This design comes from an exercise in tuning for small area, a short achievable clock period and few clock cycles per item on the open sky130 flow, not from production work.
Function was checked by simulation only, so behaviour that the tests miss may differ from the original.
Power figures rest on the tool's default switching activity, not on a simulated workload.

==> design/flow/design.v <==
module medusa_dsp (
    input  wire        clk,
    input  wire        rst,
    input  wire        bus_req,
    input  wire        bus_we,
    input  wire [11:0] bus_addr,
    input  wire [31:0] bus_wdata,
    output wire        bus_ack,
    output wire [31:0] bus_rdata
);
    reg signed [15:0] s_reg [0:7];
    reg        [31:0] phase [0:7];
    reg        [31:0] inc   [0:7];
    reg signed [15:0] fst   [0:3];
    reg        [11:0] fcut  [0:3];
    reg signed [15:0] ebuf  [0:15];
    reg signed [15:0] rbuf  [0:15];
    reg  [4:0]  echo_dly;      
    reg  [14:0] echo_fb;       
    reg         echo_hold;
    reg  [3:0]  echo_wr;
    reg  signed [2:0] rev_shift;   
    reg  [16:0] rev_mix;       
    reg         rev_dir;
    reg  [3:0]  rev_wr;
    reg  [5:0]  rev_rd;        
    reg  [16:0] env_depth;     
    reg  [15:0] env_atk;
    reg  [15:0] env_rel;
    reg  [21:0] env_t;
    reg  [16:0] env_val;
    reg  [4:0]  cr_bits;       
    reg  [8:0]  cr_rate;       
    reg  [7:0]  cr_cnt;
    reg  signed [15:0] cr_hold;
    reg  [31:0] pt_cur;
    reg  [31:0] pt_tgt;
    reg  [16:0] pt_glide;      
    reg  [31:0] freq;
    reg         st_ill;
    reg         st_buserr;
    integer i;
    wire        aligned = (bus_addr[1:0] == 2'b00);
    wire [31:0] w       = bus_wdata;
    wire [5:0]  op      = w[31:26];
    wire [4:0]  kk      = w[12:8];
    reg legal;
    always @(*) begin
        case (op)
            6'h00: legal = (w == 32'h0000_0000);
            6'h01: legal = ((w & 32'hFFFF_E0FF) == 32'h0400_0000) && (kk < 5'd8);
            6'h02: legal = ((w & 32'hFC7F_E0FF) == 32'h0800_0000) && (kk < 5'd8);
            6'h03: legal = ((w & 32'hFC7F_E0FF) == 32'h0C00_0000) && (kk < 5'd8);
            6'h04: legal = ((w & 32'hFC7F_E0FF) == 32'h1000_0000) && (kk < 5'd8);
            6'h05: legal = ((w & 32'hFC7F_E0FF) == 32'h1400_0000) && (kk < 5'd8);
            6'h06: legal = ((w & 32'hFFFE_E0FF) == 32'h1800_0000) && (kk < 5'd8);
            6'h07: legal = (w == 32'h1C00_0000);
            6'h08: legal = ((w & 32'hFC0F_FFFF) == 32'h2000_0000);
            6'h09: legal = ((w & 32'hFC0F_FFFF) == 32'h2400_0000);
            6'h10: legal = ((w & 32'hFC0F_E0FF) == 32'h4000_0000) && (kk < 5'd4);
            6'h11: legal = ((w & 32'hFC01_FFFF) == 32'h4400_0000);
            6'h12: legal = ((w & 32'hFC0F_FFFF) == 32'h4800_0000);
            6'h13: legal = ((w & 32'hFC0F_FFFF) == 32'h4C00_0000);
            6'h14: legal = ((w & 32'hFC0E_FFFF) == 32'h5000_0000);
            6'h20: legal = ((w & 32'hFC7F_0000) == 32'h8000_0000);
            6'h21: legal = ((w & 32'hFC0F_FFFF) == 32'h8400_0000);
            6'h22: legal = ((w & 32'hFFFF_E0FF) == 32'h8800_0000) && (kk < 5'd4);
            default: legal = 1'b0;
        endcase
    end
    reg         ir_valid;
    reg         ir_cmd;                    
    reg  [9:0]  ir_a;                      
    reg  [31:0] ir;                        
    reg         ir_legal;                  
    reg         w_osc, w_ftoi, w_pstep, w_env0, w_srr, w_incw;
    wire        ir_wait;                   
    reg         fp_valid;                  
    reg  [2:0]  fp_k;
    wire rd_s_addr = (bus_addr[11:5] == 7'b0000_001);
    wire rd_block  = ir_valid || fp_valid;
    wire acc_cmd   = (bus_addr[11:2] == 10'h005);
    reg  rd_cap;                               
    reg  [9:0]  rd_a;
    wire stall     = (ir_valid && ir_wait) ||
                     (!bus_we && aligned && (rd_block || (!rd_s_addr && !rd_cap)));
    assign bus_ack = bus_req && !stall;
    wire acc_wr    = bus_ack && aligned && bus_we;
    wire issue     = acc_wr;                   
    wire acc_bad   = bus_ack && !aligned;
    wire [5:0] xop = ir[31:26];
    wire [2:0] xrd = ir[25:23];
    wire [2:0] xra = ir[22:20];
    wire [2:0] xrb = ir[19:17];
    wire       xt  = ir[16];
    wire [2:0] xk8 = ir[10:8];
    wire [1:0] xk4 = ir[9:8];
    wire c_osc   = ir_cmd && ir_legal && (xop == 6'h01);
    wire c_shp   = ir_cmd && ir_legal && (xop[5:3] == 3'd0) && (xop[2:0] >= 3'd2) && (xop[2:0] <= 3'd5);
    wire c_ftoi  = ir_cmd && ir_legal && (xop == 6'h06);
    wire c_pstep = ir_cmd && ir_legal && (xop == 6'h07);
    wire c_crush = ir_cmd && ir_legal && (xop == 6'h08);
    wire c_srr   = ir_cmd && ir_legal && (xop == 6'h09);
    wire c_lpf   = ir_cmd && ir_legal && (xop == 6'h10);
    wire c_ring  = ir_cmd && ir_legal && (xop == 6'h11);
    wire c_echo  = ir_cmd && ir_legal && (xop == 6'h12);
    wire c_rtap  = ir_cmd && ir_legal && (xop == 6'h13);
    wire c_env   = ir_cmd && ir_legal && (xop == 6'h14);
    wire c_ldi   = ir_cmd && ir_legal && (xop == 6'h20);
    wire c_mov   = ir_cmd && ir_legal && (xop == 6'h21);
    wire c_uclr  = ir_cmd && ir_legal && (xop == 6'h22);
    wire x_go    = ir_valid && !ir_wait;
    wire r_wr    = x_go && !ir_cmd;
    wire r_s     = r_wr && (ir_a[9:3] == 7'b0000_001);    
    wire r_osc   = r_wr && (ir_a[9:4] == 6'b0001_00);     
    wire r_fst   = r_wr && (ir_a[9:2] == 8'h20);          
    wire r_fcut  = r_wr && (ir_a[9:2] == 8'h28);          
    wire r_dly   = r_wr && (ir_a == 10'h010);
    wire r_fb    = r_wr && (ir_a == 10'h011);
    wire r_hold  = r_wr && (ir_a == 10'h012);
    wire r_shift = r_wr && (ir_a == 10'h014);
    wire r_mix   = r_wr && (ir_a == 10'h015);
    wire r_dir   = r_wr && (ir_a == 10'h016);
    wire r_depth = r_wr && (ir_a == 10'h01C);
    wire r_atk   = r_wr && (ir_a == 10'h01D);
    wire r_rel   = r_wr && (ir_a == 10'h01E);
    wire r_bits  = r_wr && (ir_a == 10'h024);
    wire r_rate  = r_wr && (ir_a == 10'h025);
    wire r_ptcur = r_wr && (ir_a == 10'h028);
    wire r_pttgt = r_wr && (ir_a == 10'h029);
    wire r_ptgl  = r_wr && (ir_a == 10'h02A);
    wire r_freq  = r_wr && (ir_a == 10'h02B);
    wire ex_pstep = x_go && c_pstep;
    wire ex_env   = x_go && c_env;
    wire ex_uclr2 = x_go && c_uclr && (xk4 == 2'd2);
    wire        [2:0]  sa_i = xra;
    wire        [2:0]  ph_i = ir_valid ? xk8 : rd_a[3:1];
    wire signed [15:0] sa = s_reg[sa_i];
    wire        [31:0] ph = phase[ph_i];
    wire        [31:0] ic = inc[ph_i];
    wire signed [15:0] saw_v = $signed({1'b0, ph[31:17]}) - 16'sd16384;
    wire signed [15:0] sqr_v = ph[31] ? -16'sd16384 : 16'sd16383;
    wire        [13:0] tri_f = ph[29:16];
    reg  signed [15:0] tri_v;
    always @(*) begin
        case (ph[31:30])
            2'd0: tri_v = $signed({2'b00, tri_f});
            2'd1: tri_v = 16'sd16383 - $signed({2'b00, tri_f});
            2'd2: tri_v = -16'sd1 - $signed({2'b00, tri_f});
            default: tri_v = $signed({2'b00, tri_f}) - 16'sd16384;
        endcase
    end
    wire [7:0] fs_u = ph[31:24] + 8'd64;
    wire signed [15:0] fsin_v = fs_u[7] ? (16'sd16383 - $signed({1'b0, fs_u[6:0], 8'b0}))
                                        : ($signed({1'b0, fs_u[6:0], 8'b0}) - 16'sd16384);
    wire [15:0] cr_low   = (16'h0001 << (5'd16 - cr_bits)) - 16'h0001;
    wire [15:0] cr_step  = 16'h0001 << (5'd16 - cr_bits);
    wire [15:0] cr_trunc = sa & ~cr_low;
    wire signed [15:0] crush_v = (sa[15] && ((sa & cr_low) != 16'h0000)) ?
                                 $signed(cr_trunc + cr_step) : $signed(cr_trunc);
    wire        srr_cap  = (cr_cnt == 8'd0);
    wire signed [15:0] srr_v = srr_cap ? sa : cr_hold;
    wire [8:0]  srr_inc  = {1'b0, cr_cnt} + 9'd1;
    wire        srr_le   = (srr_inc <= cr_rate);
    reg         srr_le_r;                  
    reg         srr_chg;                   
    reg         m_ok, m_run;
    reg  [3:0]  m_cnt;
    reg  [8:0]  m_rem;
    wire [7:0]  srr_cnt_n = !srr_le ? m_rem[7:0] :
                            (srr_inc == cr_rate) ? 8'd0 : srr_inc[7:0];
    wire [3:0]  echo_ri  = echo_wr - echo_dly[3:0];
    wire signed [15:0] echo_wet = ebuf[echo_ri];
    wire        echo_on  = (echo_dly != 5'd0);
    wire signed [15:0] rev_t   = rbuf[rev_rd[5:2]];
    wire [5:0]  rev_st  = 6'd1 << (rev_shift + 3'sd2);
    wire [5:0]  rev_rd_n = rev_dir ? (rev_rd - rev_st) : (rev_rd + rev_st);
    reg  [20:0] env_A, env_R;
    reg  [39:0] e_p;
    wire [22:0] env_ar  = {2'b00, env_A} + {2'b00, env_R};
    wire        e_atk   = ({1'b0, env_t} < {2'b00, env_A});
    wire        e_rel   = !e_atk && ({1'b0, env_t} < env_ar);
    wire [16:0] env_g   = e_atk ? (17'd32768 - {1'b0, e_p[15:0]}) :
                          e_rel ? (17'd32768 - env_depth + {1'b0, e_p[15:0]}) : 17'd32768;
    wire [16:0] env_gx  = xt ? 17'd32768 : env_g;
    wire [22:0] env_tn  = {1'b0, env_t} + 23'd1;
    wire [21:0] env_t_n = xt ? 22'd1 : (env_tn >= env_ar) ? 22'd0 : env_tn[21:0];
    reg  signed [15:0] x1_sv;
    always @(*) begin
        case (xop)
            6'h02:   x1_sv = saw_v;
            6'h03:   x1_sv = sqr_v;
            6'h04:   x1_sv = tri_v;
            6'h05:   x1_sv = fsin_v;
            6'h08:   x1_sv = crush_v;
            6'h09:   x1_sv = srr_v;
            6'h12:   x1_sv = echo_on ? echo_wet : sa;
            6'h20:   x1_sv = ir[15:0];
            default: x1_sv = sa;                                   
        endcase
    end
    wire x1_sw = x_go && (c_shp || c_crush || c_srr || c_echo || c_ldi || c_mov);
    localparam [2:0] M_LPF = 3'd0, M_RTAP = 3'd3;
    reg  signed [16:0] x2_mx;
    reg  signed [15:0] x2_my;
    reg                x2_y32k;                
    reg  signed [15:0] x2_base;
    wire        [2:0]  x2_op = xop[2:0];
    wire        s_w1 = x1_sw || r_s;
    wire [2:0]  s_i1 = ir_cmd ? xrd : ir_a[2:0];
    wire [15:0] s_v1 = ir_cmd ? x1_sv : ir[15:0];
    reg         x_retry;
    wire        p_ir = ir_valid && x_retry;
    wire [5:0]  p_op = p_ir ? xop : op;
    wire [2:0]  a_ra = p_ir ? xra : w[22:20];
    wire [2:0]  a_rb = p_ir ? xrb : w[19:17];
    wire [1:0]  a_k4 = p_ir ? xk4 : w[9:8];
    wire        a_t  = p_ir ? xt  : w[16];
    wire        a_mul = (op[5:3] == 3'b010) && (op[2:0] <= 3'd4);           
    wire signed [15:0] a_sa = (s_w1 && s_i1 == a_ra) ? $signed(s_v1) : s_reg[a_ra];
    wire signed [15:0] a_sb = (s_w1 && s_i1 == a_rb) ? $signed(s_v1) : s_reg[a_rb];
    wire signed [15:0] a_fst = fst[a_k4];
    wire        [16:0] a_g   = a_t ? 17'd32768 : env_g;
    wire x_mulS = ir_valid && (c_lpf || c_ring || c_rtap || c_env);         
    reg  x3_valid;
    wire a_conf = a_mul && (
          (x_mulS && ((w[22:20] == xrd) || ((op == 6'h11) && (w[19:17] == xrd))))
       || (ir_valid && (!ir_cmd || c_uclr))
       || ((op == 6'h10) && ir_valid && c_lpf && (w[9:8] == xk4))
       || ((op == 6'h12) && ((ir_valid && c_echo) || x3_valid))
       || ((op == 6'h13) && ir_valid && c_rtap)
       || ((op == 6'h14) && ((ir_valid && c_env) || (!w[16] && !e_ok))));
    wire x_rhold = (c_echo && x3_valid) || (c_env && !xt && !e_ok);
    wire               m_lpf  = (p_op[2:0] == 3'd0);
    wire signed [16:0] m_diff;                 
    medusa_sub17 u_msub (
        .a (m_lpf ? a_sa  : rev_t),
        .b (m_lpf ? a_fst : a_sa),
        .d (m_diff)
    );
    reg signed [16:0] mx;
    reg signed [15:0] my;
    reg signed [15:0] mbase;
    reg               my32k;
    always @(*) begin
        case (p_op[2:0])
            3'd0:    begin my32k = 1'b0;
                           mx = m_diff;                            my = $signed({4'd0, fcut[a_k4]}); mbase = a_fst; end  
            3'd1:    begin my32k = 1'b0;
                           mx = a_sa;                              my = a_sb;                         mbase = a_sa;  end  
            3'd2:    begin my32k = echo_hold;
                           mx = echo_wet;                          my = {1'b0, echo_fb};              mbase = a_sa;  end  
            3'd3:    begin my32k = rev_mix[15];
                           mx = rev_mix[15] ? $signed({rev_t[15], rev_t}) : m_diff;
                           my = {1'b0, rev_mix[14:0]};                                                mbase = a_sa;  end  
            default: begin my32k = a_g[15];
                           mx = a_sa;                              my = {1'b0, a_g[14:0]};            mbase = 16'sd0; end  
        endcase
    end
    reg  [16:0] b_yx;
    reg  [33:0] b_pp [0:8];
    reg  [17:0] b_m, b_v;
    reg  [7:0]  b_neg;
    reg         b_one, b_two;
    reg  [15:0] b_rv;
    always @(*) begin
        b_yx = {x2_my, 1'b0};
        for (i = 0; i < 8; i = i + 1) begin
            b_neg[i] = b_yx[2*i+2] & ~(b_yx[2*i+1] & b_yx[2*i]);
            b_one    = b_yx[2*i+1] ^ b_yx[2*i];
            b_two    = (b_yx[2*i+2] & ~b_yx[2*i+1] & ~b_yx[2*i]) | (~b_yx[2*i+2] & b_yx[2*i+1] & b_yx[2*i]);
            b_m      = b_one ? {x2_mx[16], x2_mx} : b_two ? {x2_mx, 1'b0} : 18'd0;
            b_v      = b_m ^ {18{b_neg[i]}};
            if (i == 0)
                b_pp[0] = {2'b11, 12'b0101_0101_0101, ~b_v[17], b_v[17], b_v[17], b_v[16:0]};
            else
                b_pp[i] = {16'd0, ~b_v[17], b_v[16:0]} << (2*i);
        end
        for (i = 1; i < 8; i = i + 1) b_pp[i][2*i-2] = b_neg[i-1];
        b_rv = x2_y32k ? x2_mx[15:0] : x2_base;
        b_pp[8] = x2_y32k ? {{3{b_rv[15]}}, b_rv, 15'd0} :
                  (x2_op == M_LPF)  ? {{6{b_rv[15]}}, b_rv, 12'd0} :
                  (x2_op == M_RTAP) ? {{3{b_rv[15]}}, b_rv, 15'd0} : 34'd0;
        b_pp[8][14] = b_pp[8][14] | b_neg[7];       
    end
    wire [33:0] c1s0 = b_pp[0] ^ b_pp[1] ^ b_pp[2];
    wire [33:0] c1c0 = {(b_pp[0][32:0] & b_pp[1][32:0]) | (b_pp[0][32:0] & b_pp[2][32:0]) | (b_pp[1][32:0] & b_pp[2][32:0]), 1'b0};
    wire [33:0] c1s1 = b_pp[3] ^ b_pp[4] ^ b_pp[5];
    wire [33:0] c1c1 = {(b_pp[3][32:0] & b_pp[4][32:0]) | (b_pp[3][32:0] & b_pp[5][32:0]) | (b_pp[4][32:0] & b_pp[5][32:0]), 1'b0};
    wire [33:0] c1s2 = b_pp[6] ^ b_pp[7] ^ b_pp[8];
    wire [33:0] c1c2 = {(b_pp[6][32:0] & b_pp[7][32:0]) | (b_pp[6][32:0] & b_pp[8][32:0]) | (b_pp[7][32:0] & b_pp[8][32:0]), 1'b0};
    wire [33:0] c2s0 = c1s0 ^ c1c0 ^ c1s1;
    wire [33:0] c2c0 = {(c1s0[32:0] & c1c0[32:0]) | (c1s0[32:0] & c1s1[32:0]) | (c1c0[32:0] & c1s1[32:0]), 1'b0};
    wire [33:0] c2s1 = c1c1 ^ c1s2 ^ c1c2;
    wire [33:0] c2c1 = {(c1c1[32:0] & c1s2[32:0]) | (c1c1[32:0] & c1c2[32:0]) | (c1s2[32:0] & c1c2[32:0]), 1'b0};
    wire [33:0] c3s0 = c2s0 ^ c2c0 ^ c2s1;
    wire [33:0] c3c0 = {(c2s0[32:0] & c2c0[32:0]) | (c2s0[32:0] & c2s1[32:0]) | (c2c0[32:0] & c2s1[32:0]), 1'b0};
    wire [33:0] c4s0 = c3s0 ^ c3c0 ^ c2c1;
    wire [33:0] c4c0 = {(c3s0[32:0] & c3c0[32:0]) | (c3s0[32:0] & c2c1[32:0]) | (c3c0[32:0] & c2c1[32:0]), 1'b0};
    wire [33:0] prod = c4s0 + c4c0;
    wire               x2_rsat = c_ring && (x2_mx == -17'sd32768) && (x2_my == -16'sd32768);
    wire signed [15:0] x2_sv   = x2_rsat ? 16'sd32767 :
                                 (x2_op == M_LPF) ? prod[27:12] : prod[30:15];
    wire               x_mul   = x_go && (c_lpf || c_ring || c_rtap || c_env);
    reg         [3:0]  x3_wi;
    reg  signed [18:0] echo_f;
    reg  signed [15:0] x3_base;
    wire signed [18:0] echo_fg  = ((echo_f < 19'sd50) && (echo_f > -19'sd50)) ? 19'sd0 : echo_f;
    wire signed [18:0] echo_sum = x3_base + echo_fg;
    wire signed [15:0] echo_in  = (echo_sum > 19'sd32767) ? 16'sd32767 :
                                  (echo_sum < -19'sd32768) ? -16'sd32768 : echo_sum[15:0];
    reg         pn_valid, pn_run, pn_fin;
    reg  [2:0]  pn_cnt;
    reg  signed [34:0] pn_acc;
    wire signed [33:0] pt_ndc = $signed({2'b00, pt_cur}) - $signed({2'b00, pt_tgt});
    reg  signed [33:0] pt_nd;                             
    wire [16:0] pt_h  = 17'd65536 - pt_glide;
    reg  [15:0] pn_h;                                     
    wire [1:0]  pn_hb = pn_h[1:0];
    wire signed [34:0] pn_d0 = pn_fin ? {3'b000, pt_tgt} : pn_hb[0] ? {pt_nd[33], pt_nd} : 35'sd0;
    wire signed [34:0] pn_d1 = pn_hb[1] ? {pt_nd[33], pt_nd} : 35'sd0;
    wire signed [34:0] pn_s0 = pn_acc + pn_d0;
    wire signed [34:0] pn_a1 = pn_s0 >>> 1;
    wire signed [34:0] pn_s1 = pn_a1 + pn_d1;
    wire signed [34:0] pn_a2 = pn_s1 >>> 1;
    wire        pt_snap = (pn_acc < 35'sd65536) && (pn_acc > -35'sd65536);
    wire [31:0] pnext   = pt_snap ? pt_tgt : pn_s0[31:0];
    wire ev_pt = r_ptcur || r_pttgt || r_ptgl || ex_pstep;
    always @(posedge clk) begin
        if (rst || ev_pt) begin
            pn_valid <= 1'b0;
            pn_run   <= 1'b0;
            pn_fin   <= 1'b0;
        end else if (pn_fin) begin
            pn_acc   <= {3'b000, pnext};
            pn_fin   <= 1'b0;
            pn_valid <= 1'b1;
        end else if (pn_run) begin
            if (pt_h[16] || pt_h == 17'd0) begin
                pn_acc <= pt_h[16] ? {pt_nd[33], pt_nd} : 35'sd0;
                pn_run <= 1'b0;
                pn_fin <= 1'b1;
            end else begin
                pn_acc <= pn_a2;
                pn_h   <= {2'b00, pn_h[15:2]};
                pn_cnt <= pn_cnt + 3'd1;
                if (pn_cnt == 3'd7) begin
                    pn_run <= 1'b0;
                    pn_fin <= 1'b1;
                end
            end
        end else if (!pn_valid) begin
            pn_run <= 1'b1;
            pn_cnt <= 3'd0;
            pn_acc <= 35'sd0;
            pt_nd  <= pt_ndc;
            pn_h   <= pt_h[15:0];
        end
    end
    localparam [1:0] FS_NEXT = 2'd0, FS_CUR = 2'd1, FS_FREQ = 2'd2;
    reg         f_run, f_done;
    reg  [1:0]  f_src;
    reg  [2:0]  f_cnt;
    reg  [14:0] f_rem;
    reg  [31:0] f_q;
    wire [1:0]  f_need   = xt ? FS_FREQ : FS_CUR;
    wire        f_match  = (f_src == f_need);
    wire        ftoi_ok  = f_done && f_match;
    wire        ex_ftoi  = x_go && c_ftoi;
    wire        f_go     = ex_ftoi && !ftoi_ok && !(f_run && f_match);    
    wire        f_spec   = !fp_valid && pn_valid && !ev_pt &&
                           !((f_run || f_done) && (f_src == FS_NEXT)) && !(ir_valid && c_ftoi);
    wire [31:0] f_in     = f_go ? (xt ? freq : pt_cur) : pn_acc[31:0];
    wire [31:0] f_clip   = (f_in > 32'd722534400) ? 32'd722534400 : f_in;
    reg  [14:0] f_r [0:4];
    reg  [31:0] f_qq [0:4];
    reg  [15:0] f_t;
    always @(*) begin
        f_r[0]  = f_rem;
        f_qq[0] = f_q;
        for (i = 0; i < 4; i = i + 1) begin
            f_t = {f_r[i], f_qq[i][31]} - 16'd22050;
            if ({f_r[i], f_qq[i][31]} >= 16'd22050) begin
                f_r[i+1]  = f_t[14:0];
                f_qq[i+1] = {f_qq[i][30:0], 1'b1};
            end else begin
                f_r[i+1]  = {f_r[i][13:0], f_qq[i][31]};
                f_qq[i+1] = {f_qq[i][30:0], 1'b0};
            end
        end
    end
    wire f_kill = (f_src == FS_FREQ) ? r_freq :
                  (f_src == FS_CUR)  ? (r_ptcur || ex_pstep) :
                                       (r_ptcur || r_pttgt || r_ptgl);
    wire fp_put  = fp_valid && f_done;                    
    always @(posedge clk) begin
        if (rst) begin
            f_run    <= 1'b0;
            f_done   <= 1'b0;
            f_src    <= FS_NEXT;
            fp_valid <= 1'b0;
        end else begin
            if (f_run) begin
                f_rem <= f_r[4];
                f_q   <= f_qq[4];
                f_cnt <= f_cnt + 3'd1;
                if (f_cnt == 3'd7) begin
                    f_run  <= 1'b0;
                    f_done <= 1'b1;
                end
            end
            if (fp_valid) begin
                if (fp_put) begin
                    fp_valid <= 1'b0;
                    f_run    <= 1'b0;
                    f_done   <= 1'b0;
                end
            end else if (ex_ftoi && !ftoi_ok) begin
                fp_valid <= 1'b1;
                fp_k     <= xk8;
            end
            if (f_go) begin
                f_src  <= f_need;
                f_run  <= 1'b1;
                f_done <= 1'b0;
                f_cnt  <= 3'd0;
                f_rem  <= {1'b0, f_clip[29:16]};
                f_q    <= {f_clip[15:0], 16'd0};
            end else if (!fp_valid && !(ex_ftoi && !ftoi_ok)) begin
                if (ex_pstep && f_src == FS_NEXT) begin
                    f_src <= FS_CUR;        
                end else if (f_kill) begin
                    f_run  <= 1'b0;
                    f_done <= 1'b0;
                end else if (f_spec) begin
                    f_src  <= FS_NEXT;
                    f_run  <= 1'b1;
                    f_done <= 1'b0;
                    f_cnt  <= 3'd0;
                    f_rem  <= {1'b0, f_clip[29:16]};
                    f_q    <= {f_clip[15:0], 16'd0};
                end
            end
        end
    end
    localparam [2:0] E_IDLE = 3'd0, E_D20 = 3'd1, E_D20F = 3'd2, E_MUL = 3'd3,
                     E_DIVS = 3'd4, E_DIV = 3'd5;
    reg         a_ok, r_ok, e_ok, e_isr, e_ia;
    reg  [2:0]  e_st;
    reg  [3:0]  e_cnt;
    reg  [22:0] e_x3;
    wire [21:0] e_tc    = e_atk ? env_t : (env_t - {1'b0, env_A});
    wire [20:0] e_dv    = e_ia ? env_A : env_R;
    wire [15:0] e_src20 = e_isr ? env_rel : env_atk;
    reg  [18:0] e_madd;
    always @(*) begin
        case (e_p[1:0])
            2'd0:    e_madd = 19'd0;
            2'd1:    e_madd = {2'b00, env_depth};
            2'd2:    e_madd = {1'b0, env_depth, 1'b0};
            default: e_madd = e_x3[18:0];
        endcase
    end
    wire [18:0] e_ms  = {1'b0, e_p[39:22]} + e_madd;
    wire [39:0] e_mn  = {1'b0, e_ms, e_p[21:2]};
    wire [22:0] e_d1  = (e_st == E_D20) ? 23'd20 : {2'b00, e_dv};
    wire [22:0] e_d3  = (e_st == E_D20) ? 23'd60 : e_x3;
    wire [23:0] e_y   = {e_p[37:16], e_p[15:14]};
    wire [24:0] e_t1  = {1'b0, e_y} - {2'b00, e_d1};
    wire [24:0] e_t2  = {1'b0, e_y} - {1'b0, e_d1, 1'b0};
    wire [24:0] e_t3  = {1'b0, e_y} - {2'b00, e_d3};
    wire [39:0] e_dn  = !e_t3[24] ? {e_t3[23:0], e_p[13:0], 2'd3} :
                        !e_t2[24] ? {e_t2[23:0], e_p[13:0], 2'd2} :
                        !e_t1[24] ? {e_t1[23:0], e_p[13:0], 2'd1} :
                                    {e_y,        e_p[13:0], 2'd0};
    wire [21:0] e_a22 = {2'b00, e_src20, 4'b0000} + {4'b0000, e_src20, 2'b00}
                      + {5'b00000, e_src20, 1'b0} + {6'd0, e_p[15:0]};
    wire [20:0] e_anew = (e_a22 == 22'd0) ? 21'd1 : e_a22[20:0];
    wire ev_env = r_depth || r_atk || r_rel || ex_env || ex_uclr2;
    always @(posedge clk) begin
        if (rst) begin
            a_ok <= 1'b0;
            r_ok <= 1'b0;
            e_ok <= 1'b0;
            e_st <= E_IDLE;
        end else begin
            case (e_st)
                E_D20: begin
                    e_p   <= e_dn;
                    e_cnt <= e_cnt + 4'd1;
                    if (e_cnt == 4'd7) e_st <= E_D20F;
                end
                E_D20F: begin
                    if (e_isr) begin env_R <= e_anew; r_ok <= 1'b1; end
                    else       begin env_A <= e_anew; a_ok <= 1'b1; end
                    e_st <= E_IDLE;
                end
                E_MUL: begin
                    e_p   <= e_mn;
                    e_cnt <= e_cnt + 4'd1;
                    if (e_cnt == 4'd10) e_st <= E_DIVS;
                end
                E_DIVS: begin
                    e_x3  <= {1'b0, e_dv, 1'b0} + {2'b00, e_dv};
                    e_cnt <= 4'd0;
                    e_st  <= E_DIV;
                end
                E_DIV: begin
                    e_p   <= e_dn;
                    e_cnt <= e_cnt + 4'd1;
                    if (e_cnt == 4'd7) begin
                        e_ok <= 1'b1;
                        e_st <= E_IDLE;
                    end
                end
                default: begin
                    if (!e_ok) begin
                        e_cnt <= 4'd0;
                        if (!a_ok) begin
                            e_isr <= 1'b0;
                            e_p   <= {24'd0, env_atk};
                            e_st  <= E_D20;
                        end else if (!r_ok) begin
                            e_isr <= 1'b1;
                            e_p   <= {24'd0, env_rel};
                            e_st  <= E_D20;
                        end else if (e_atk || e_rel) begin
                            e_p   <= {18'd0, e_tc};
                            e_ia  <= e_atk;
                            e_x3  <= {4'd0, env_depth, 1'b0} + {5'd0, env_depth};
                            e_st  <= E_MUL;
                        end else begin
                            e_ok  <= 1'b1;
                        end
                    end
                end
            endcase
            if (r_atk) a_ok <= 1'b0;
            if (r_rel) r_ok <= 1'b0;
            if (ev_env) begin
                e_ok <= 1'b0;
                e_st <= E_IDLE;
            end
        end
    end
    wire [9:0] m_y = {m_rem, srr_inc[4'd8 - m_cnt]};
    wire [9:0] m_t = m_y - {1'b0, cr_rate};
    always @(posedge clk) begin
        srr_le_r <= srr_le;
        srr_chg  <= rst || (x_go && (c_srr || (c_uclr && xk4 == 2'd3))) || r_rate;
    end
    always @(posedge clk) begin
        if (rst || x_go) begin
            m_ok  <= 1'b0;
            m_run <= 1'b0;
        end else if (m_run) begin
            m_rem <= m_t[9] ? m_y[8:0] : m_t[8:0];
            m_cnt <= m_cnt + 4'd1;
            if (m_cnt == 4'd8) begin
                m_run <= 1'b0;
                m_ok  <= 1'b1;
            end
        end else if (ir_valid && c_srr && !srr_le && !m_ok) begin
            m_run <= 1'b1;
            m_cnt <= 4'd0;
            m_rem <= 9'd0;
        end
    end
    assign ir_wait = x_retry ||
                     (w_ftoi && fp_valid) ||
                     (w_osc && fp_valid && (xk8 == fp_k)) ||
                     (w_incw && fp_valid) ||                    
                     (w_pstep && !pn_valid) ||
                     (w_env0 && !e_ok) ||
                     (w_srr && (srr_chg || (!srr_le_r && !m_ok)));
    wire signed [15:0] rd_s    = s_reg[bus_addr[4:2]];
    reg                rd_g_ph, rd_g_ic, rd_g_fst, rd_g_fcut;
    wire signed [15:0] rd_fst  = fst[rd_a[1:0]];
    wire        [11:0] rd_fcut = fcut[rd_a[1:0]];
    wire        [31:0] rd_arr  = ({32{rd_g_ph}}  & ph) |
                                 ({32{rd_g_ic}}  & ic) |
                                 ({32{rd_g_fst}} & {{16{rd_fst[15]}}, rd_fst}) |
                                 ({32{rd_g_fcut}} & {20'd0, rd_fcut});
    reg [31:0] rd_reg;
    always @(*) begin
        case ({rd_a, 2'b00})
            12'h000: rd_reg = {30'd0, st_buserr, st_ill};
            12'h004: rd_reg = 32'h0000_0408;
            12'h008: rd_reg = 32'd16;
            12'h00C: rd_reg = 32'd16;
            12'h010: rd_reg = 32'd22050;
            12'h040: rd_reg = {27'd0, echo_dly};
            12'h044: rd_reg = {17'd0, echo_fb};
            12'h048: rd_reg = {31'd0, echo_hold};
            12'h04C: rd_reg = {28'd0, echo_wr};
            12'h050: rd_reg = {{29{rev_shift[2]}}, rev_shift};
            12'h054: rd_reg = {15'd0, rev_mix};
            12'h058: rd_reg = {31'd0, rev_dir};
            12'h05C: rd_reg = {28'd0, rev_wr};
            12'h060: rd_reg = {26'd0, rev_rd};
            12'h070: rd_reg = {15'd0, env_depth};
            12'h074: rd_reg = {16'd0, env_atk};
            12'h078: rd_reg = {16'd0, env_rel};
            12'h07C: rd_reg = {10'd0, env_t};
            12'h080: rd_reg = {15'd0, env_val};
            12'h090: rd_reg = {27'd0, cr_bits};
            12'h094: rd_reg = {23'd0, cr_rate};
            12'h098: rd_reg = {24'd0, cr_cnt};
            12'h09C: rd_reg = {{16{cr_hold[15]}}, cr_hold};
            12'h0A0: rd_reg = pt_cur;
            12'h0A4: rd_reg = pt_tgt;
            12'h0A8: rd_reg = {15'd0, pt_glide};
            12'h0AC: rd_reg = freq;
            default: rd_reg = rd_arr;
        endcase
    end
    always @(posedge clk) begin
        rd_a      <= bus_addr[11:2];
        rd_g_ph   <= (bus_addr[11:6] == 6'b0001_00) && !bus_addr[2];
        rd_g_ic   <= (bus_addr[11:6] == 6'b0001_00) &&  bus_addr[2];
        rd_g_fst  <= (bus_addr[11:4] == 8'h20);
        rd_g_fcut <= (bus_addr[11:4] == 8'h28);
        if (rst) rd_cap <= 1'b0;
        else     rd_cap <= bus_req && !bus_we && aligned && !rd_s_addr && !bus_ack;
    end
    medusa_rdout u_rdout (
        .aligned (aligned),
        .sel_s   (rd_s_addr),
        .s_val   (rd_s),
        .r_val   (rd_reg),
        .rdata   (bus_rdata)
    );
    wire [31:0] d        = ir;
    wire        d_hi0    = (d[31:16] == 16'd0);
    wire [4:0]  wr_dly   = (d > 32'd16) ? 5'd16 : d[4:0];
    wire [14:0] wr_fb    = (d > 32'd31129) ? 15'd31129 : d[14:0];
    wire [2:0]  wr_shift = ($signed(d) > 32'sd2) ? 3'sd2 : ($signed(d) < -32'sd2) ? -3'sd2 : d[2:0];
    wire [16:0] wr_q15   = (d > 32'd32768) ? 17'd32768 : d[16:0];
    wire [15:0] wr_ms    = d_hi0 ? d[15:0] : 16'hFFFF;
    wire [4:0]  wr_bits  = (d > 32'd16) ? 5'd16 : (d == 32'd0) ? 5'd1 : d[4:0];
    wire [8:0]  wr_rate  = (d > 32'd256) ? 9'd256 : (d == 32'd0) ? 9'd1 : d[8:0];
    wire [16:0] wr_glide = (d > 32'd65536) ? 17'd65536 : d[16:0];
    wire [11:0] wr_cut   = (d > 32'd4095) ? 12'd4095 : d[11:0];
    always @(posedge clk) begin
        if (rst) begin
            ir_valid <= 1'b0;
            x3_valid <= 1'b0;
            x_retry  <= 1'b0;
        end else begin
            if (issue)     ir_valid <= 1'b1;
            else if (x_go) ir_valid <= 1'b0;
            if (issue)     x_retry  <= a_conf;
            else           x_retry  <= x_retry && x_rhold;
            x3_valid <= x_go && c_echo && echo_on;
        end
    end
    always @(posedge clk) begin
        if (issue) begin
            ir     <= w;
            ir_cmd <= acc_cmd;
            ir_legal <= legal;
            w_osc   <= acc_cmd && legal && (op == 6'h01);
            w_ftoi  <= acc_cmd && legal && (op == 6'h06);
            w_pstep <= acc_cmd && legal && (op == 6'h07);
            w_srr   <= acc_cmd && legal && (op == 6'h09);
            w_env0  <= acc_cmd && legal && (op == 6'h14) && !w[16];
            w_incw  <= !acc_cmd && (bus_addr[11:6] == 6'b0001_00) && bus_addr[2];
            ir_a   <= bus_addr[11:2];
        end
        x2_mx   <= mx;
        x2_my   <= my32k ? 16'sd0 : my;
        x2_y32k <= my32k;
        x2_base <= mbase;
        x3_wi   <= echo_wr;
        echo_f  <= prod[33:15];
        x3_base <= x2_base;
    end
    wire               s_we   = s_w1 || x_mul;
    wire        [15:0] s_wd   = rst ? 16'd0 : x_mul ? x2_sv : s_v1;
    wire        [31:0] ph_sum;
    medusa_add32 u_phadd (.a(ph), .b(ic), .s(ph_sum));
    wire        [31:0] ph_wd  = rst ? 32'd0 : r_osc ? d : ph_sum;
    wire               ic_bus = r_osc && ir_a[0];
    wire        [31:0] ic_wd  = rst ? 32'd0 : ic_bus ? d : f_q;
    wire               ft_bus = r_fst;
    wire        [15:0] ft_wd  = rst ? 16'd0 : ft_bus ? d[15:0] : prod[27:12];
    wire        [11:0] fc_wd  = rst ? 12'd4095 : wr_cut;
    wire               eb_clr = rst || (x_go && c_uclr && (xk4 == 2'd0));
    wire        [15:0] eb_wd  = eb_clr ? 16'd0 : echo_in;
    wire               rb_clr = rst || (x_go && c_uclr && (xk4 == 2'd1));
    wire        [15:0] rb_wd  = rb_clr ? 16'd0 : sa;
    always @(posedge clk) begin
        for (i = 0; i < 8; i = i + 1) begin
            if (rst || (s_we && s_i1 == i))   s_reg[i] <= s_wd;
            if (rst || (x_go && c_osc && xk8 == i) || (r_osc && !ir_a[0] && ir_a[3:1] == i))
                phase[i] <= ph_wd;
            if (rst || (fp_put && fp_k == i) || (ex_ftoi && ftoi_ok && xk8 == i) || (ic_bus && ir_a[3:1] == i))
                inc[i] <= ic_wd;
        end
        for (i = 0; i < 4; i = i + 1) begin
            if (rst || (ft_bus && ir_a[1:0] == i) || (x_go && c_lpf && xk4 == i))
                fst[i] <= ft_wd;
            if (rst || (r_fcut && ir_a[1:0] == i))
                fcut[i] <= fc_wd;
        end
        for (i = 0; i < 16; i = i + 1) begin
            if (eb_clr || (x3_valid && x3_wi == i))              ebuf[i] <= eb_wd;
            if (rb_clr || (x_go && c_rtap && rev_wr == i))       rbuf[i] <= rb_wd;
        end
    end
    always @(posedge clk) begin
        if (rst) begin
            echo_dly  <= 5'd0;
            echo_fb   <= 15'd0;
            echo_hold <= 1'b0;
            echo_wr   <= 4'd0;
            rev_shift <= 3'sd0;
            rev_mix   <= 17'd0;
            rev_dir   <= 1'b1;
            rev_wr    <= 4'd0;
            rev_rd    <= 6'd0;
            env_depth <= 17'd0;
            env_atk   <= 16'd10;
            env_rel   <= 16'd100;
            env_t     <= 22'd0;
            env_val   <= 17'd32768;
            cr_bits   <= 5'd16;
            cr_rate   <= 9'd1;
            cr_cnt    <= 8'd0;
            cr_hold   <= 16'sd0;
            pt_cur    <= 32'd0;
            pt_tgt    <= 32'd0;
            pt_glide  <= 17'd65536;
            freq      <= 32'd0;
            st_ill    <= 1'b0;
            st_buserr <= 1'b0;
        end else begin
            if (ex_pstep) pt_cur <= pn_acc[31:0];
            if (x_go && c_srr) begin
                if (srr_cap) cr_hold <= sa;
                cr_cnt <= srr_cnt_n;
            end
            if (x_go && c_echo && echo_on) echo_wr <= echo_wr + 4'd1;
            if (x_go && c_rtap) begin
                rev_wr <= rev_wr + 4'd1;
                rev_rd <= rev_rd_n;
            end
            if (ex_env) begin
                env_val <= env_gx;
                env_t   <= env_t_n;
            end
            if (x_go && c_uclr) begin
                case (xk4)
                    2'd0: begin
                        echo_wr <= 4'd0;
                    end
                    2'd1: begin
                        rev_wr <= 4'd0;
                        rev_rd <= 6'd0;
                    end
                    2'd2: begin
                        env_t   <= 22'd0;
                        env_val <= 17'd32768;
                    end
                    default: begin
                        cr_cnt  <= 8'd0;
                        cr_hold <= 16'sd0;
                    end
                endcase
            end
            if (r_dly)   echo_dly  <= wr_dly;
            if (r_fb)    echo_fb   <= wr_fb;
            if (r_hold)  echo_hold <= d[0];
            if (r_shift) rev_shift <= wr_shift;
            if (r_mix)   rev_mix   <= wr_q15;
            if (r_dir)   rev_dir   <= d[0];
            if (r_depth) env_depth <= wr_q15;
            if (r_atk)   env_atk   <= wr_ms;
            if (r_rel)   env_rel   <= wr_ms;
            if (r_bits)  cr_bits   <= wr_bits;
            if (r_rate)  cr_rate   <= wr_rate;
            if (r_ptcur) pt_cur    <= d;
            if (r_pttgt) pt_tgt    <= d;
            if (r_ptgl)  pt_glide  <= wr_glide;
            if (r_freq)  freq      <= d;
            if (x_go && ir_cmd && !ir_legal) st_ill <= 1'b1;
            if (acc_bad) st_buserr <= 1'b1;
        end
    end
endmodule
module medusa_rdout (
    input  wire        aligned,
    input  wire        sel_s,
    input  wire [15:0] s_val,
    input  wire [31:0] r_val,
    output wire [31:0] rdata
);
    assign rdata = !aligned ? 32'd0 : sel_s ? {{16{s_val[15]}}, s_val} : r_val;
endmodule
module medusa_add32 (
    input  wire [31:0] a,
    input  wire [31:0] b,
    output wire [31:0] s
);
    assign s = a + b;
endmodule
module medusa_sub17 (
    input  wire signed [15:0] a,
    input  wire signed [15:0] b,
    output wire signed [16:0] d
);
    assign d = $signed({a[15], a}) - $signed({b[15], b});
endmodule
==> design/flow/flow/run.sh <==
#!/bin/bash
# Layout: the standard flow (standard.sh) unchanged, except that timing repair aims
# for 7.5 ns of setup slack beyond the constraint. Output of the flow: standard.log here,
# and each step's own log under orfs/logs/.
set -euo pipefail
bash standard.sh SETUP_SLACK_MARGIN=7.5 finish > standard.log 2>&1
==> design/flow/standard.sh <==
#!/bin/bash
# synth_recipe.tcl (not shown) runs the flow's synth.tcl, then flattens the netlist and writes it again
# the make line also repeats each setting of config.mk as NAME=value (left out here)
make -C /OpenROAD-flow-scripts/flow DESIGN_CONFIG=/design/flow/config.mk WORK_HOME=/design/flow/orfs CLKGATE_MAP_FILE= SYNTH_SCRIPT=/design/flow/synth_recipe.tcl "${@:-finish}"
==> design/flow/config.mk <==
export PLATFORM = sky130hd
export DESIGN_NAME = medusa_dsp
export DESIGN_NICKNAME = medusa_dsp
export VERILOG_FILES = /design/flow/design.v
export SDC_FILE = /design/flow/constraint.sdc
export NUM_CORES = 8
export LEC_CHECK = 0
export CAP_MARGIN = 20
export CORE_MARGIN = 2
export CORE_UTILIZATION = 65
export CTS_CLUSTER_DIAMETER = 70
export CTS_CLUSTER_SIZE = 24
export SLEW_MARGIN = 20
export SYNTH_HIERARCHICAL = 1
export TNS_END_PERCENT = 5
==> design/flow/constraint.sdc <==
create_clock -name core_clock -period 15.0 [get_ports {clk}]
set_input_delay 3.0000 -clock core_clock [delete_from_list [all_inputs] [get_ports {clk}]]
set_output_delay 3.0000 -clock core_clock [all_outputs]
set_load 0.01 [all_outputs]
==> results of run 1 <==
[logic make-up (layout without fill, tap and decap cells)]
logic type,count (synthesis),after routing,synth area share (%)
AND/OR/NAND/NOR,3913,3915,14.5
AO/OA/AOI/OAI,3467,3467,18.9
flip-flops,1999,1999,45.8
buffers and inverters,1276,1253,4.05
adder cells (fa/ha/maj),728,728,8.46
XOR/XNOR,560,560,4.06
multiplexers,412,414,4.23
other,0,39,0
[area by class of cell]
type	instances	share of cell area, %
inverters	519	1.47
repair buffers	493	3.27
clock buffers	162	2.68
well taps	2480	2.32
diodes	39	0.0731
multi-input cells	9084	47.6
flip-flops and latches	1999	41.8
clock inverters	79	0.783
[per-stage QoR]
stage	hold WS, ns	util, %	worst slack (ns)	cell area (µm²)
5_1_grt	0.405	71.8	6.85	133000
2_1_floorplan	0.344	-	7.43	122000
4_1_cts	0.393	71.1	7.05	132000
6_report	0.403	71.8	6.57	133000
3_3_place_gp	0.384	67.7	4.92	126000
3_5_place_dp	0.386	67.8	5.09	126000
[repair_timing]
item	in CTS	in global routing
pin swaps	9	12
cloned	11	1
setup buffers	46	34
gates resized for setup	288	200
endpoints found under the setup margin	326	459
endpoints found under the hold margin	0	0
[worst max-delay path, cell delays in order, from the launching register on]
cell             delay (ns)
dfxtp_2                0.51
nor4_2                 0.07
buf_4                  0.19
and2_1                 0.21
nand3_1                0.30
nor2_2                 0.05
buf_4                  0.28
a222oi_1               0.73
nand3_1                0.25
nor3_2                 0.84
a21oi_1                0.30
mux2i_1                0.29
nor2b_1                0.08
clkdlybuf4s50_1        0.48
[cells in the mapped netlist, drive strengths merged, types with 82 or more instances]
cell	count
xor2	250
nor3	211
a21oi	923
inv	517
mux2i	250
dfxtp	422
a22oi	541
o21ai	639
nor2b	129
nor2	886
a211oi	115
a221oi	137
nand2b	117
a21o	112
nand4	92
clkbuf	674
buf	82
o22ai	129
and2	87
xnor2	310
ha	567
nand3	442
mux2	89
nand2	1598
o21a	82
fa	161
a31oi	86
edfxtp	1577
[final timing paths]
| check | endpoint |
|---|---|
| min reg2reg | x3_base[13] |
| max reg2reg | pn_acc[31] |
| max | bus_rdata[4] |
| min | x3_base[13] |
[modules after synthesis, one instance, submodules excluded]
module / flops+latches / cells inside
medusa_add32: 0 / 275
medusa_sub17: 0 / 129
medusa_rdout: 0 / 73
medusa_dsp: 1999 / 11878
[metal layers]
| metal | share of wire (%) | vias to the layer above |
|---|---|---|
| met5 | 0.080 | - |
| met4 | 9.1 | 50 |
| met3 | 16 | 2284 |
| met2 | 42 | 9328 |
| met1 | 34 | 51956 |
| li1 | - | 45626 |
[report_power, final]
| part | total (mW) | switching (mW) | internal, mW |
|---|---|---|---|
| clock network | 4.05 | 2.19 | 1.86 |
| logic | 14.1 | 9.52 | 4.59 |
| registers | 8.18 | 0.551 | 7.63 |
| total | 26.3 | 12.3 | 14.1 |
==> results.yml, run 1 <==
synth:
  async_reset_ff_share_pct: 0
  synth_area_leader_cell: "edfxtp_1"
  ys_types: 125
  ys_warn_count: 17
  ys.flop_type: "edfxtp_1"
  synthesis.instances: 12355
  syn-cell-area_um2: 122000
  syn-num-nets: 13131
  synth_enable_flop_cells: 1577
  yosysTopAreaCellShare_pct: 38.8
  ys_top_cells_by_area: "edfxtp_1 39%, dfxtp_1 6.9%, ha_1 5.8%, nand2_1 4.9%, a21oi_1 3.8%"
  syn_avg_cell_area_um2: 9.87
  synth_seq_cells: 1999
  yosysSeqAreaShare_pct: 45.8
clock_network:
  h-tree-depth: 4
  insertion_delay_ns: 0.89
  cts_tree: "done"
  cts_root_buf: "clkbuf_16"
  ctsHoldBuffers: 0
  cts_buffer_depth: 3
  cts_sinks: 1999
  cts_inserted_buffers: 135
  path_clk_slew_ns: 0.10
drt:
  wl_per_cell_um: 32.6
  wl_um: 484000
  detail-route-antenna-nets: 0
  vias: 109244
  vias_per_cell: 7.35
  dr.pass1.iters: 14
  drc: 0
  drt_iter0_drc: 18910
worst_hold_path:
  hold_path_class: "register to register"
  min-delay-start: "x2_base[13]"
  hold_depth: 0
floorplanning:
  coreArea_um2: 186000
  die_h_um: 437
  start_util_pct: 65.6
  io_pins: 81
  die_w_um: 437
  dieArea_um2: 191000
  row_count: 158
grt:
  grt_use_total_pct: 49.1
  grt_pass1_vias: 101379
  grt_busiest_layer: "met2"
  use_met1_pct: 60.7
  grt_overflow_total: 0
  gr-usage-met3_pct: 19.1
  use_met2_pct: 70.8
  grt_pass1_wl_um: 689000
  grt_max_degree: 180
  antenna_found_initial: 47
critical_path:
  cp-start-kind: "register"
  r2r_slack_ns: 7.43
  cp.arrival_ns: 5.43
  r2r-start: "pn_h[0]"
  worst-path-max-fanout: 22
  worst-r2r-cell-count: 30
  cp-end-kind: "output port"
  criticalPathCategory: "register to output port"
  crit_path_start: "rd_a[6]"
  cp.required_ns: 12.00
power_and_ir_drop:
  total_power_mw: 26.3
  p_per_area_nw_per_um2: 197
  ir_drop_mv: 0.691
  p_leak_nw: 49.5
timing:
  worstMarginPinSlew_ns: 1.36
  relSlewSlack_pct: 8.24
  grt_setup_unrepaired: "yes"
  finClkSkew_ns: 0.0654
  fmaxAchievable_ghz: 0.119
  tns_ns: 0
  maxSlewViolCount: 0
  fin_crit_sh_pct: 56.2
  fin_crit_ns: 8.43
  hold_violations: 0
  setup_viol: 0
final_layout:
  layout_commonest_cell: "nand2_1"
  layout_common_cells: "1586 x nand2_1, 1577 x edfxtp_1, 884 x a21oi_1, 850 x nor2_1"
  drive_gt1_share_pct: 10.4
  fill_cells: 13032
  nNetsFinal: 13008
  syn_to_final_growth_pct: 9.51
  multi_input_area_um2: 63500
  seq_area_um2: 55800
  instances_no_fill: 14855
job:
  cap_violations: 0
placed_design:
  placed_cells: 14476
  place_congestion: 1.12
  hpwl_um: 336000
  port_buffers: 80
run_status:
  status: "complete, no violations"
Testbench counts, summed over its fixed seeds: cycles 66,281, accesses 56,468.
==> run 2: changes to the inputs <==
--- a/design/flow/design.v
+++ b/design/flow/design.v
@@ -134,7 +134,7 @@
     wire ex_env   = x_go && c_env;
     wire ex_uclr2 = x_go && c_uclr && (xk4 == 2'd2);
     wire        [2:0]  sa_i = xra;
-    wire        [2:0]  ph_i = ir_valid ? xk8 : rd_a[3:1];
+    reg         [2:0]  ph_i;
     wire signed [15:0] sa = s_reg[sa_i];
     wire        [31:0] ph = phase[ph_i];
     wire        [31:0] ic = inc[ph_i];
@@ -616,6 +616,8 @@
     end
     always @(posedge clk) begin
         rd_a      <= bus_addr[11:2];
+        if (issue)                      ph_i <= w[10:8];
+        else if (!(ir_valid && !x_go))  ph_i <= bus_addr[5:3];
         rd_g_ph   <= (bus_addr[11:6] == 6'b0001_00) && !bus_addr[2];
         rd_g_ic   <= (bus_addr[11:6] == 6'b0001_00) &&  bus_addr[2];
         rd_g_fst  <= (bus_addr[11:4] == 8'h20);
--- a/design/flow/config.mk
+++ b/design/flow/config.mk
@@ -7,7 +7,7 @@
 export LEC_CHECK = 0
 export CAP_MARGIN = 20
 export CORE_MARGIN = 2
-export CORE_UTILIZATION = 65
+export CORE_UTILIZATION = 60
 export CTS_CLUSTER_DIAMETER = 70
 export CTS_CLUSTER_SIZE = 24
 export SLEW_MARGIN = 20
==> run 2 against run 1 <==
  * Still clean
  * Combinational power decreased by 13%
  * Via count decreased by 1.3%
  * Register-to-register slack got worse by 0.16 ns
  * Highest routed layer unchanged
==> results.yml, run 2 <==
floorplanning:
  dieArea_um2: 208000
  io_pins: 81
  row_count: 165
  coreArea_um2: 203000
  start_util_pct: 60.4
  die_w_um: 456
  die_h_um: 456
critical_path:
  cp-endpoint: "bus_rdata[8]"
  crit_buf_inv: 3
  cp-end-kind: "output port"
  worst-path-max-fanout: 18
  cp.arrival_ns: 5.02
  cp.required_ns: 12.00
  r2r-start: "x2_my[9]"
  criticalPathCategory: "register to output port"
  worst-r2r-cell-count: 23
  critPathTopFamily: "compound AO/OA/AOI/OAI gates"
  rr_endpoint: "s_reg[1][15]"
  cp_slowest_stage_delay_ns: 0.90
  cp_slowest_cell: "a222oi_1"
  r2r_slack_ns: 7.27
  path_cells: "or2_2 -> nor3_1 -> buf_4 -> and3_1 -> buf_4 -> a222oi_1 -> o311ai_1 -> a221o_1 -> nor3b_1 -> a31oi_2 -> mux2i_2 -> nor2b_2 -> buf_2"
  cp_common_cell: "buf_4"
  cp-start-kind: "register"
  crit_path_start: "rd_a[1]"
  cp_num_cells: 13
synth:
  ys.flop_type: "edfxtp_1"
  synth_top_family_by_area: "compound AO/OA/AOI/OAI gates"
  syn-cell-area_um2: 122000
  async_reset_ff_share_pct: 0
  synth_enable_flop_cells: 1580
  ys_warn_count: 17
  synth_fa_ha_area_share_pct: 8.43
  yosys.area_share.simple_pct: 13.5
  synthXorXnorAreaFrac_pct: 4.04
  syn_avg_cell_area_um2: 10.1
  synthTopCellsByCount: "1580 x edfxtp_1, 1416 x nand2_1, 935 x a21oi_1"
  yosysSeqAreaShare_pct: 45.7
  ys_top_cells_by_area: "edfxtp_1 39%, dfxtp_1 6.9%, ha_1 5.8%, nand2_1 4.3%, a21oi_1 3.8%"
  yosysMostFrequentCell: "edfxtp_1"
  syn-num-nets: 12946
  synth_area_leader_cell: "edfxtp_1"
  muxShareOfSynthArea_pct: 5.61
  synthesis.instances: 12170
  ys_types: 129
  synth-compound-area-share_pct: 18.9
  yosysTopAreaCellShare_pct: 38.8
  synth_seq_cells: 2002
final_layout:
  syn_to_final_growth_pct: 9.56
  drive_gt1_share_pct: 10.8
  nNetsFinal: 12890
  post-route-util_pct: 66.2
  layout_commonest_cell: "edfxtp_1"
  layout_common_cells: "1580 x edfxtp_1, 1407 x nand2_1, 912 x a21oi_1, 859 x nor2_1, 635 x o21ai_0"
clock_network:
  ctsHoldBuffers: 0
  cts_buffer_depth: 3
  cts_root_buf: "clkbuf_16"
  insertion_delay_ns: 0.88
  path_clk_slew_ns: 0.08
  h-tree-depth: 4
  cts_inserted_buffers: 140
  cts_tree: "done"
  cts_sinks: 2002
drt:
  vias_per_cell: 7.21
  wl_per_cell_um: 33.6
  drt_iter0_drc: 17129
  wl_um: 502000
  drc: 0
  dr.pass1.iters: 10
  vias: 107817
  detail-route-antenna-nets: 0
timing:
  grt_setup_unrepaired: "yes"
  fmaxAchievable_ghz: 0.125
  setup_viol: 0
  finClkSkew_ns: 0.0680
  tns_ns: 0
  worstMarginPinSlew_ns: 1.34
  setup_ws_ns: 6.98
  fin_crit_sh_pct: 53.5
  hold_violations: 0
  maxSlewViolCount: 0
  relSlewSlack_pct: 11.0
  hold_ws_ns: 0.388
  fin_crit_ns: 8.02
placed_design:
  pre_cts_slack_ns: 4.90
  place_congestion: 1.09
  port_buffers: 80
  hpwl_um: 357000
grt:
  grt_use_total_pct: 46.8
  antenna_found_initial: 59
  grt_max_degree: 124
  grt_pass1_wl_um: 708000
  grt_pass1_vias: 100749
  grt_overflow_total: 0
power_and_ir_drop:
  p_per_area_nw_per_um2: 185
  ir_drop_mv: 0.695
  p_leak_nw: 49.8
worst_hold_path:
  hold_path_class: "register to register"
run_status:
  status: "complete, no violations"
job:
  cap_violations: 0
run 2: layer usage:
layer  share of wire, %  vias to the layer above  GRT usage, %  wire length, µm
met4                9.3                       18          35.3            46400
met2                 42                     8553          68.6           213000
li1                   -                    45297             -                -
met5              0.065                        -             0              327
met3                 14                     2054          14.8            68100
met1                 35                    51895          57.9           174000
run 2: per-module statistics from Yosys, one instance, submodules excluded:
module / flops+latches / times used
medusa_dsp: 2002 / 1
medusa_sub17: 0 / 1
medusa_add32: 0 / 1
medusa_rdout: 0 / 1
run 2: logic make-up (layout without fill, tap and decap cells):
logic type,count (synthesis),after routing
xor+xnor,564,564
other cells,0,58
compound gates,3497,3497
flops,2002,2002
mux,532,532
fa+ha+maj,728,728
simple gates,3611,3612
buf+inv,1236,1280
run 2: repair_timing:
| item | 4_1_cts | 5_1_grt |
|---|---|---|
| hold endpoints to repair | 0 | 0 |
| setup endpoints to repair | 317 | 305 |
| gates resized for setup | 283 | 160 |
| pin swaps | 19 | 26 |
| gates cloned | 5 | 8 |
| setup buffers | 43 | 37 |
run 2: stage by stage:
stage / cell area [µm²] / power, mW / instances
after global routing: 134000 / 25.8 / 14897
final: 134000 / 24.8 / 14945
after floorplan: 122000 / 16.2 / 12170
after CTS: 133000 / 24.2 / 14838
after detailed placement: 127000 / 20.0 / 14547
after global placement: 127000 / 19.5 / 14541
run 2: layout make-up:
type | instances | area (µm²)
Antenna cell | 58 | 145
Clock buffer | 156 | 3570
Clock inverter | 87 | 1190
Fill cell | 15569 | 68400
Inverter | 511 | 1930
Multi-Input combinational cell | 8933 | 63500
Sequential cell | 2002 | 55900
Tap cell | 2672 | 3340
Timing Repair Buffer | 526 | 4530
run 2: how the worst min path moves through the flow:
| stage | startpoint | end | slack, ns | cells after the start |
|---|---|---|---|---|
| finish | x2_base[6] | x3_base[6] | 0.39 | 0 |
| global route | x2_base[6] | x3_base[6] | 0.39 | 0 |
| CTS | x2_base[6] | x3_base[6] | 0.38 | 0 |
| detailed placement | x2_base[6] | x3_base[6] | 0.37 | 0 |
| global placement | x2_base[6] | x3_base[6] | 0.36 | 0 |
| floorplan | x2_base[1] | x3_base[1] | 0.34 | 0 |
run 2: report_power, final:
part / switching [mW] / total [mW] / internal [mW] / leakage [nW]
sequential: 0.600 / 8.34 / 7.74 / 19.2
clock: 2.25 / 4.16 / 1.90 / 2.29
combinational: 8.24 / 12.3 / 4.10 / 28.3
total: 11.1 / 24.8 / 13.7 / 49.8
Testbench counts of run 2, summed over its fixed seeds: cycles 66,281, accesses 56,468.

-- re-timing with driven ports --
The results above use ideal ports. As a check the final layouts listed here were re-extracted and re-timed, cells and wires unchanged.
Step 1 assumes that a clkbuf_16 drives the clock port and a buf_2 every other input.
Step 2 adds t to the input delays and takes it off the output delays; t is the mean of the earliest and latest rising clock arrival at the registers after step 1. Input paths then give back, and output paths get back, about the clock's delay inside the block.
Three values: ideal, step 1, step 2; two values: the first two.
run	t (ns)	setup slack, ns	hold WS [ns]	worst slew at a driven data input, ns
run 1	0.960	6.570 / 6.464 / 6.013	0.403 / 0.403 / 0.403	0.20
run 2	0.953	6.977 / 6.873 / 6.633	0.388 / 0.388 / 0.388	0.27
After both steps setup and hold are still met in every run listed. For run 1, which loses most, drivers alone change the setup slack by -0.106 ns; drivers and shift together by -0.557 ns.
